From an optimization exercise on the open Yosys and OpenROAD flow, aimed at a short achievable clock period and few clock cycles per item; shortcuts taken in it are not production practice. Function not checked in this run: the RTL went through the layout flow alone. Power and IR drop assume default switching activity.

## design.v

```verilog
module remimo_core (
    input  wire        clk,
    input  wire        rst,         
    output wire        mem_req,
    output wire        mem_we,
    output wire [15:0] mem_addr,
    output wire [15:0] mem_wdata,
    input  wire        mem_ready,
    input  wire [15:0] mem_rdata,
    output wire        halted,
    output wire [1:0]  cause,       
    output wire [15:0] pc,
    output wire [15:0] r0,
    output wire [15:0] r1,
    output wire [15:0] r2,
    output wire [15:0] r3,
    output wire [3:0]  flags        
);
    localparam CAUSE_PC  = 2'd1;
    localparam CAUSE_OP  = 2'd2;
    localparam CAUSE_EA  = 2'd3;
    reg        halt_q;
    reg [1:0]  cause_q;
    reg [15:0] pc_q;                
    reg [15:0] fpc;                 
    reg        irv;                 
    reg        ir_pcf;              
    reg [15:0] ir;
    reg [15:0] epc1;                
    reg [15:0] epc;                 
    reg        ptk;                 
    reg        dph;                 
    reg        dst;                 
    reg [1:0]  drd;                 
    reg [15:0] ea;
    reg [15:0] wd;
    reg [15:0] x0, x1, x2, x3;
    reg        fc, fn, fv, fz;
    function automatic cond_true(input [3:0] c, input f_c, input f_n, input f_v, input f_z);
        case (c)
            4'd0:  cond_true = f_z;
            4'd1:  cond_true = ~f_z;
            4'd2:  cond_true = f_c;
            4'd3:  cond_true = ~f_c;
            4'd4:  cond_true = f_n;
            4'd5:  cond_true = ~f_n;
            4'd6:  cond_true = f_v;
            4'd7:  cond_true = ~f_v;
            4'd8:  cond_true = f_c & ~f_z;
            4'd9:  cond_true = ~f_c | f_z;
            4'd10: cond_true = (f_n == f_v);
            4'd11: cond_true = (f_n != f_v);
            4'd12: cond_true = ~f_z & (f_n == f_v);
            4'd13: cond_true = f_z | (f_n != f_v);
            4'd14: cond_true = 1'b0;
            default: cond_true = 1'b1;
        endcase
    endfunction
    wire [3:0] op       = ir[15:12];
    wire [1:0] rd       = ir[11:10];
    wire [1:0] rs       = ir[9:8];
    wire       imm_form = (rd == rs);
    reg [15:0] xd, xs;
    always @(*) begin
        case (rd)
            2'd0: xd = x0;
            2'd1: xd = x1;
            2'd2: xd = x2;
            default: xd = x3;
        endcase
        case (rs)
            2'd0: xs = x0;
            2'd1: xs = x1;
            2'd2: xs = x2;
            default: xs = x3;
        endcase
    end
    wire ex     = irv & ~dph & ~halt_q;
    wire ex_ok  = ex & ~ir_pcf;
    wire [15:0] alu_a   = xd;
    wire [15:0] alu_b   = imm_form ? {9'd0, ir[6:0]} : xs;
    wire        alu_cin = ~imm_form & ir[5] & fc;
    wire        alu_fo  = ~imm_form & ir[4];
    wire        alu_s   = ir[7];
    wire [16:0] sum17 = {1'b0, alu_a} + {1'b0, alu_b} + {16'd0, alu_cin};
    wire [16:0] dif17 = {1'b0, alu_a} - {1'b0, alu_b} - {16'd0, alu_cin};
    reg [15:0] alu_res;
    reg        alu_c, alu_v;
    always @(*) begin
        case (op[1:0])
            2'd0: begin alu_res = alu_a & alu_b; alu_c = 1'b0; alu_v = 1'b0; end
            2'd1: begin alu_res = alu_a | alu_b; alu_c = 1'b0; alu_v = 1'b0; end
            2'd2: begin
                alu_res = sum17[15:0];
                alu_c   = sum17[16];
                alu_v   = (alu_a[15] == alu_b[15]) && (alu_a[15] != sum17[15]);
            end
            default: begin
                alu_res = dif17[15:0];
                alu_c   = dif17[16];
                alu_v   = (alu_a[15] != alu_b[15]) && (alu_a[15] == dif17[15]);
            end
        endcase
    end
    wire [3:0] sh_amt  = ir[3:0];
    reg [15:0] sh_val;
    always @(*) begin
        if (sh_amt == 4'd0)
            sh_val = xs;
        else if (!ir[6])
            sh_val = xs << sh_amt;
        else if (!ir[5])
            sh_val = xs >> sh_amt;
        else
            sh_val = $unsigned($signed(xs) >>> sh_amt);
        if (ir[7])
            sh_val = ~sh_val;
    end
    wire [15:0] movi_raw = ir[8] ? {ir[7:0], 8'd0} : {8'd0, ir[7:0]};
    wire [15:0] movi_val = ir[9] ? ~movi_raw : movi_raw;
    wire        ex_tk     = (op == 4'd8) | ((op == 4'd9) & cond_true(ir[11:8], fc, fn, fv, fz));
    wire [15:0] ex_target = (op == 4'd9) ? epc1 + {{8{ir[7]}}, ir[7:0]} : {4'd0, ir[11:0]};
    wire        redirect  = ex_ok & (ex_tk != ptk);
    wire [15:0] redir_pc  = ex_tk ? ex_target : epc1;
    wire        ex_mem  = ex_ok & ((op == 4'd4) | (op == 4'd5));
    wire [16:0] ea17    = {1'b0, xs} + {9'd0, ir[7:0]};
    wire f_pc = ex & ir_pcf;
    wire f_op = ex_ok & (op > 4'd9);
    wire f_ea = ex_mem & ea17[16];
    wire ex_fault = f_pc | f_op | f_ea;
    wire ex_sets_flags = ex_ok & (op[3:2] == 2'b00) & alu_s;
    wire [15:0] w      = mem_rdata;
    wire [15:0] fpc1   = fpc + 16'd1;
    wire        w_b    = (w[15:12] == 4'd8);
    wire        w_bc   = (w[15:12] == 4'd9);
    wire        w_cond = ex_sets_flags ? w[7] : cond_true(w[11:8], fc, fn, fv, fz);
    wire        w_pred = w_b | (w_bc & (w[11:8] == 4'd15 | (w[11:8] != 4'd14 & w_cond)));
    wire [15:0] w_tgt  = w[12] ? fpc1 + {{8{w[7]}}, w[7:0]} : {4'd0, w[11:0]};
    wire if_run  = ~dph & ~halt_q;
    wire if_ok   = if_run & (fpc[15] | mem_ready);
    wire if_keep = if_ok & ~redirect & ~ex_fault;
    wire if_halt = if_keep & ~ex_mem & (fpc[15] | (w[15:12] > 4'd9));
    assign mem_req   = ~halt_q & (dph | ~fpc[15]);
    assign mem_we    = dph & dst;
    assign mem_addr  = dph ? ea : fpc;
    assign mem_wdata = wd;
    wire dp_done  = dph & mem_ready;
    wire dp_patch = dp_done & dst & irv & ~ir_pcf & (ea == epc);
    reg        wr_en;
    reg [1:0]  wr_rd;
    reg [15:0] wr_val;
    always @(*) begin
        wr_en  = 1'b0;
        wr_rd  = rd;
        wr_val = alu_res;
        if (dph) begin
            wr_en  = dp_done & ~dst;
            wr_rd  = drd;
            wr_val = mem_rdata;
        end else if (ex_ok) begin
            case (op)
                4'd0, 4'd1, 4'd2, 4'd3: begin wr_en = ~alu_fo; wr_val = alu_res; end
                4'd6: begin wr_en = 1'b1; wr_val = sh_val; end
                4'd7: begin wr_en = 1'b1; wr_val = movi_val; end
                default: ;
            endcase
        end
    end
    always @(posedge clk) begin
        if (rst) begin
            x0 <= 16'd0;
            x1 <= 16'd0;
            x2 <= 16'd0;
            x3 <= 16'd0;
        end else if (wr_en) begin
            case (wr_rd)
                2'd0: x0 <= wr_val;
                2'd1: x1 <= wr_val;
                2'd2: x2 <= wr_val;
                default: x3 <= wr_val;
            endcase
        end
    end
    always @(posedge clk) begin
        if (rst) begin
            fc <= 1'b0;
            fn <= 1'b0;
            fv <= 1'b0;
            fz <= 1'b0;
        end else if (ex_sets_flags) begin
            fc <= alu_c;
            fn <= alu_res[15];
            fv <= alu_v;
            fz <= (alu_res == 16'd0);
        end
    end
    always @(posedge clk) begin
        if (rst) begin
            halt_q  <= 1'b0;
            cause_q <= 2'd0;
            pc_q    <= 16'd0;
            fpc     <= 16'd0;
            irv     <= 1'b0;
            ir_pcf  <= 1'b0;
            ir      <= 16'd0;
            epc     <= 16'd0;
            epc1    <= 16'd0;
            ptk     <= 1'b0;
            dph     <= 1'b0;
            dst     <= 1'b0;
            drd     <= 2'd0;
            ea      <= 16'd0;
            wd      <= 16'd0;
        end else if (!halt_q) begin
            if (dph) begin
                if (mem_ready)
                    dph <= 1'b0;
                if (dp_patch) begin
                    ir   <= wd;
                    ptk  <= 1'b0;
                    fpc  <= epc1;
                end
            end else begin
                if (ex_fault) begin
                    halt_q  <= 1'b1;
                    cause_q <= f_pc ? CAUSE_PC : f_op ? CAUSE_OP : CAUSE_EA;
                    pc_q    <= epc;
                end else if (if_halt) begin
                    halt_q  <= 1'b1;
                    cause_q <= fpc[15] ? CAUSE_PC : CAUSE_OP;
                    pc_q    <= fpc;
                end
                if (ex_mem) begin
                    dph <= ~f_ea;
                    dst <= op[0];
                    drd <= rd;
                    ea  <= ea17[15:0];
                    wd  <= xd;
                end
                irv <= if_keep;
                if (if_ok) begin
                    ir     <= w;
                    ir_pcf <= fpc[15];
                    epc    <= fpc;
                    epc1   <= fpc1;
                    ptk    <= w_pred;
                end
                if (redirect)
                    fpc <= redir_pc;
                else if (if_ok)
                    fpc <= w_pred ? w_tgt : fpc1;
            end
        end
    end
    assign halted = halt_q;
    assign cause  = cause_q;
    assign pc     = pc_q;
    assign r0     = x0;
    assign r1     = x1;
    assign r2     = x2;
    assign r3     = x3;
    assign flags  = {fc, fn, fv, fz};
endmodule
```

## run.sh

```bash
#!/bin/bash
# synth_recipe.tcl (not shown) runs the flow's synth.tcl, then flattens the netlist and writes it again
# the make line also repeats each setting of config.mk as NAME=value (left out here)
make -C /OpenROAD-flow-scripts/flow DESIGN_CONFIG=/design/flow/config.mk WORK_HOME=/design/flow/orfs CLKGATE_MAP_FILE= SYNTH_SCRIPT=/design/flow/synth_recipe.tcl finish
```

## config.mk

```make
export PLATFORM = sky130hd
export DESIGN_NAME = remimo_core
export DESIGN_NICKNAME = remimo_core
export VERILOG_FILES = /design/flow/design.v
export SDC_FILE = /design/flow/constraint.sdc
export NUM_CORES = 4
export LEC_CHECK = 0
export ABC_CLOCK_PERIOD_IN_PS = 2500
export CAP_MARGIN = 20
export CORE_MARGIN = 2
export CORE_UTILIZATION = 40
export SETUP_SLACK_MARGIN = 4.0
export SLEW_MARGIN = 20
```

## constraint.sdc

```tcl
create_clock -name core_clock -period 7.0 [get_ports {clk}]
set_input_delay 1.4000 -clock core_clock [delete_from_list [all_inputs] [get_ports {clk}]]
set_output_delay 1.4000 -clock core_clock [all_outputs]
set_load 0.01 [all_outputs]
```

==> run summary <==
## critical path, stage by stage (launching register included)
cell and delay [ns]:
dfxtp_4 0.46, buf_6 0.13, buf_6 0.10, mux4_2 0.52
mux2_4 0.30, ha_4 0.30, ha_4 0.22, o211ai_1 0.17
a21oi_4 0.12, o41ai_4 0.40, o21ai_2 0.12, a31o_2 0.27
xnor2_1 0.13, a32o_2 0.23, a22o_1 0.24, or4_1 0.47
o21ai_1 0.08
## stage by stage
step                      hold WS [ns]  utilization  instances  power, mW
after global routing             0.497        0.549       2848       9.22
after global placement           0.466        0.455       2640       6.09
after CTS                        0.481        0.529       2818       8.19
after floorplan                  0.445            -       2097       4.84
final                            0.478        0.549       2848       8.84
after detailed placement         0.471        0.455       2640       6.12
## how the worst min path moves through the flow
stage	from	to	slack [ns]	depth (start not counted)
detailed placement	wd[6]	wd[6]	0.47	2
floorplan	dst	dst	0.44	2
global route	wd[6]	wd[6]	0.50	2
global placement	wd[14]	wd[14]	0.47	2
finish	wd[6]	wd[6]	0.48	2
CTS	wd[6]	wd[6]	0.48	2
## layer usage
| metal | part of all wire | wire [um] | GRT usage | vias up |
|---|---|---|---|---|
| met5 | 0 | 0 | 0 | - |
| li1 | - | - | - | 8048 |
| met1 | 0.39 | 29100 | 0.428 | 8695 |
| met4 | 0.076 | 5640 | 0.227 | 0 |
| met3 | 0.090 | 6730 | 0.0656 | 284 |
| met2 | 0.44 | 33100 | 0.545 | 1117 |
## state kept, by name, summed over array words and instances (netlist names), 2 cells and up
register  cells
ea           16
epc1         16
fpc          16
ir           16
pc_q         16
wd           16
x0           16
x1           16
x2           16
x3           16
epc          15
cause_q       2
drd           2
## cells in the mapped netlist, types with 46 or more instances
cell type	count
a211oi_1	72
a21oi_1	167
clkbuf_1	117
dfxtp_1	189
ha_1	100
inv_1	93
mux2i_1	73
mux4_2	49
nand2_1	223
nand3_1	70
nor2_1	194
nor3_1	48
o21ai_0	133
xnor2_1	69
xor2_1	46
## what timing repair did
action                     CTS  global route
hold buffers                 0             0
setup endpoints to repair  175           137
cloned                      10             1
resized for setup          388           131
buffers inserted           137            28
pin swaps                  132            85
## power breakdown
| part | leakage, nW | internal (mW) | switching, mW |
|---|---|---|---|
| Combinational | 6.65 | 2.73 | 3.44 |
| Sequential | 1.55 | 1.27 | 0.283 |
| Clock | 0.304 | 0.620 | 0.489 |
## final cells by class
type                            instances  share of cell area
Tap cell                              532              0.0299
Sequential cell                       189               0.173
Multi-Input combinational cell       1658               0.601
Inverter                               95              0.0163
Clock inverter                         12             0.00831
Clock buffer                           19              0.0203
Timing Repair Buffer                  343               0.151
## kinds of logic (layout without fill, tap and decap cells)
logic type	Yosys count	in the layout	synth area share
xor+xnor	116	116	0.0623
fa+ha+maj	107	107	0.0847
mux	156	156	0.135
simple gates	672	673	0.189
compound gates	600	606	0.235
buf+inv	257	469	0.0640
flops	189	189	0.230
## cells in the final DEF, fill, tap and decap left out, types with 15 or more instances in the layout
| cell type | count |
|---|---|
| a211oi_1 | 60 |
| a21oi_2 | 23 |
| mux2_4 | 17 |
| ha_4 | 24 |
| clkbuf_16 | 18 |
| o21ai_2 | 24 |
| clkdlybuf4s50_1 | 104 |
| buf_6 | 46 |
| nor3_1 | 38 |
| mux4_2 | 49 |
| buf_12 | 20 |
| dfxtp_2 | 22 |
| xnor2_1 | 60 |
| ha_1 | 73 |
| a21oi_1 | 136 |
| nand3_1 | 64 |
| o211ai_1 | 21 |
| o21ai_1 | 34 |
| and3_1 | 17 |
| o21ai_0 | 81 |
| nand2_1 | 216 |
| buf_4 | 152 |
| a31oi_1 | 15 |
| dfxtp_1 | 155 |
| a21o_1 | 25 |
| mux2_2 | 17 |
| nor2_1 | 185 |
| inv_1 | 83 |
| nor2b_1 | 23 |
| xor2_1 | 42 |
| mux2i_1 | 69 |
==> run_results.csv <==
group,metric,value,unit
logic_synthesis,ys_warn_count,1,
worst_setup_path,cp_max_fo,5,
global_route,grt_pass1_wl,109,mm
detailed_routing,routed_wl,74.6,mm
placement,dpl_cell_area,0.0185,mm2
logic_synthesis,synth_area_leaders,"dfxtp_1 23%, ha_1 7.6%, mux4_2 6.7%",
detailed_routing,post_drt_wl_per_cell,26.2,um
logic_synthesis,synth_ff_type,"dfxtp_1",
layout,area_growth,35.7,%
cts,clk_path_buf_depth,2,
hold_path,holdCritPathClass,"register to register",
worst_setup_path,r2r_slack,2.65,ns
layout,final_nets,2430,
logic_synthesis,synth-edff-count,0,
sta,rsz0062_at_grt,"true",
logic_synthesis,synthesis.nets,2223,
global_route,overflow,0,
detailed_routing,dr.pass1.iters,6,
worst_setup_path,r2r_cells,16,
global_route,grt_max_degree,152,
logic_synthesis,ys_seq_elements,189,
detailed_routing,antenna_left,0,
cts,path_clk_slew,0.08,ns
detailed_routing,vias,18144,
worst_setup_path,endpoint_kind,"register",
logic_synthesis,yosysTopAreaCellShare,0.230,
layout,design_area,0.0223,mm2
logic_synthesis,syn_area_per_cell,7.84,um2
worst_setup_path,crit_required,7.41,ns
layout,nFillCells,3627,
logic_synthesis,synthArstFlopShare,0,
sta,slew-limit-headroom,0.408,
layout,diodes,0,
sta,finalSetupViolCount,0,
die,std_cell_rows,74,
detailed_routing,drc_errors,0,
layout,layout-drive-gt1-share,0.276,
worst_setup_path,setup.worst_path.start_class,"register",
cts,cts.sink_count,189,
sta,fin_ws,2.65,ns
logic_synthesis,syn_inst,2097,
worst_setup_path,critPathLaunch,"ir[9]",
cts,cts_tree,"yes",
die,dieArea,0.0427,mm2
logic_synthesis,yosysUniqueCellTypes,84,
detailed_routing,drt_iter0_drc,1866,
sta,final.setup.tns,0,ns
pwr,ir_drop,229,uV
die,core,0.0406,mm2
global_route,grt_pass1_vias,17328,
sta,slew_viol_final,0,
cts,insertion_delay,0.49,ns
placement,place_hpwl,49.9,mm
global_route,antenna_found_initial,0,
placement,gp_congestion,1.03,
worst_setup_path,crit_type,"register to register",
die,start_util,0.404,
layout,regArea,0.00386,mm2
logic_synthesis,yosysSeqAreaShare,0.230,
sta,fmax,230,MHz
pwr,powerDensity,396,mW/mm2
pwr,p_leak,8.50,nW
die,die_y,207,um
placement,port_buffers,139,
sta,clock_skew,0.0222,ns
placement,place_ws,1.81,ns
cts,cts_max_level,4,
die,io_pins,140,
worst_setup_path,r2r_end,"x2[14]",
cts,cts_root_buf,"clkbuf_16",
run_status,status,"no timing/DRC/antenna violations",
die,die_width,207,um
worst_setup_path,arrival,4.77,ns
detailed_routing,viasPerCell,6.37,
sta,worst_pin_slew,0.889,ns
global_route,grt_use_total,0.345,
layout,multiInputGateArea,0.0134,mm2
logic_synthesis,synth_area,0.0164,mm2
sta,finalCriticalPeriod,4.35,ns
job,maxCapViolCount,0,
logic_synthesis,yosys.area.top_type,"dfxtp_1",
worst_setup_path,r2r_start,"ir[9]",
sta,period_share,0.622,
cts,numCtsBuffers,17,
worst_setup_path,cp-endpoint,"x2[14]",
sta,hold_violations,0,

-- re-timing with driven ports --
How much do the figures lean on ideal ports? The routed layout below was timed once more, with nothing changed but the port constraints. Step 1, drivers: a clkbuf_16 drives clk and a buf_2 each remaining input, both assumed. Step 2 moves the port delays by t, midway between the first and last clock arrival at a register: inputs arrive t later, outputs are due t later. That takes back most of the time a late clock gives input paths. Slacks: ideal ports / drivers / drivers and shift; pairs: ideal ports / drivers.
t (ns): 0.534
setup WS [ns]: 2.645 / 2.645 / 2.645
latest minus earliest clock arrival (ns): 0.022 / 0.023
worst slew at a driven data input, ns: 0.11
After both steps setup and hold are still met in this run. For this run, drivers alone change the setup slack by 0.000 ns; drivers and shift together by 0.000 ns.
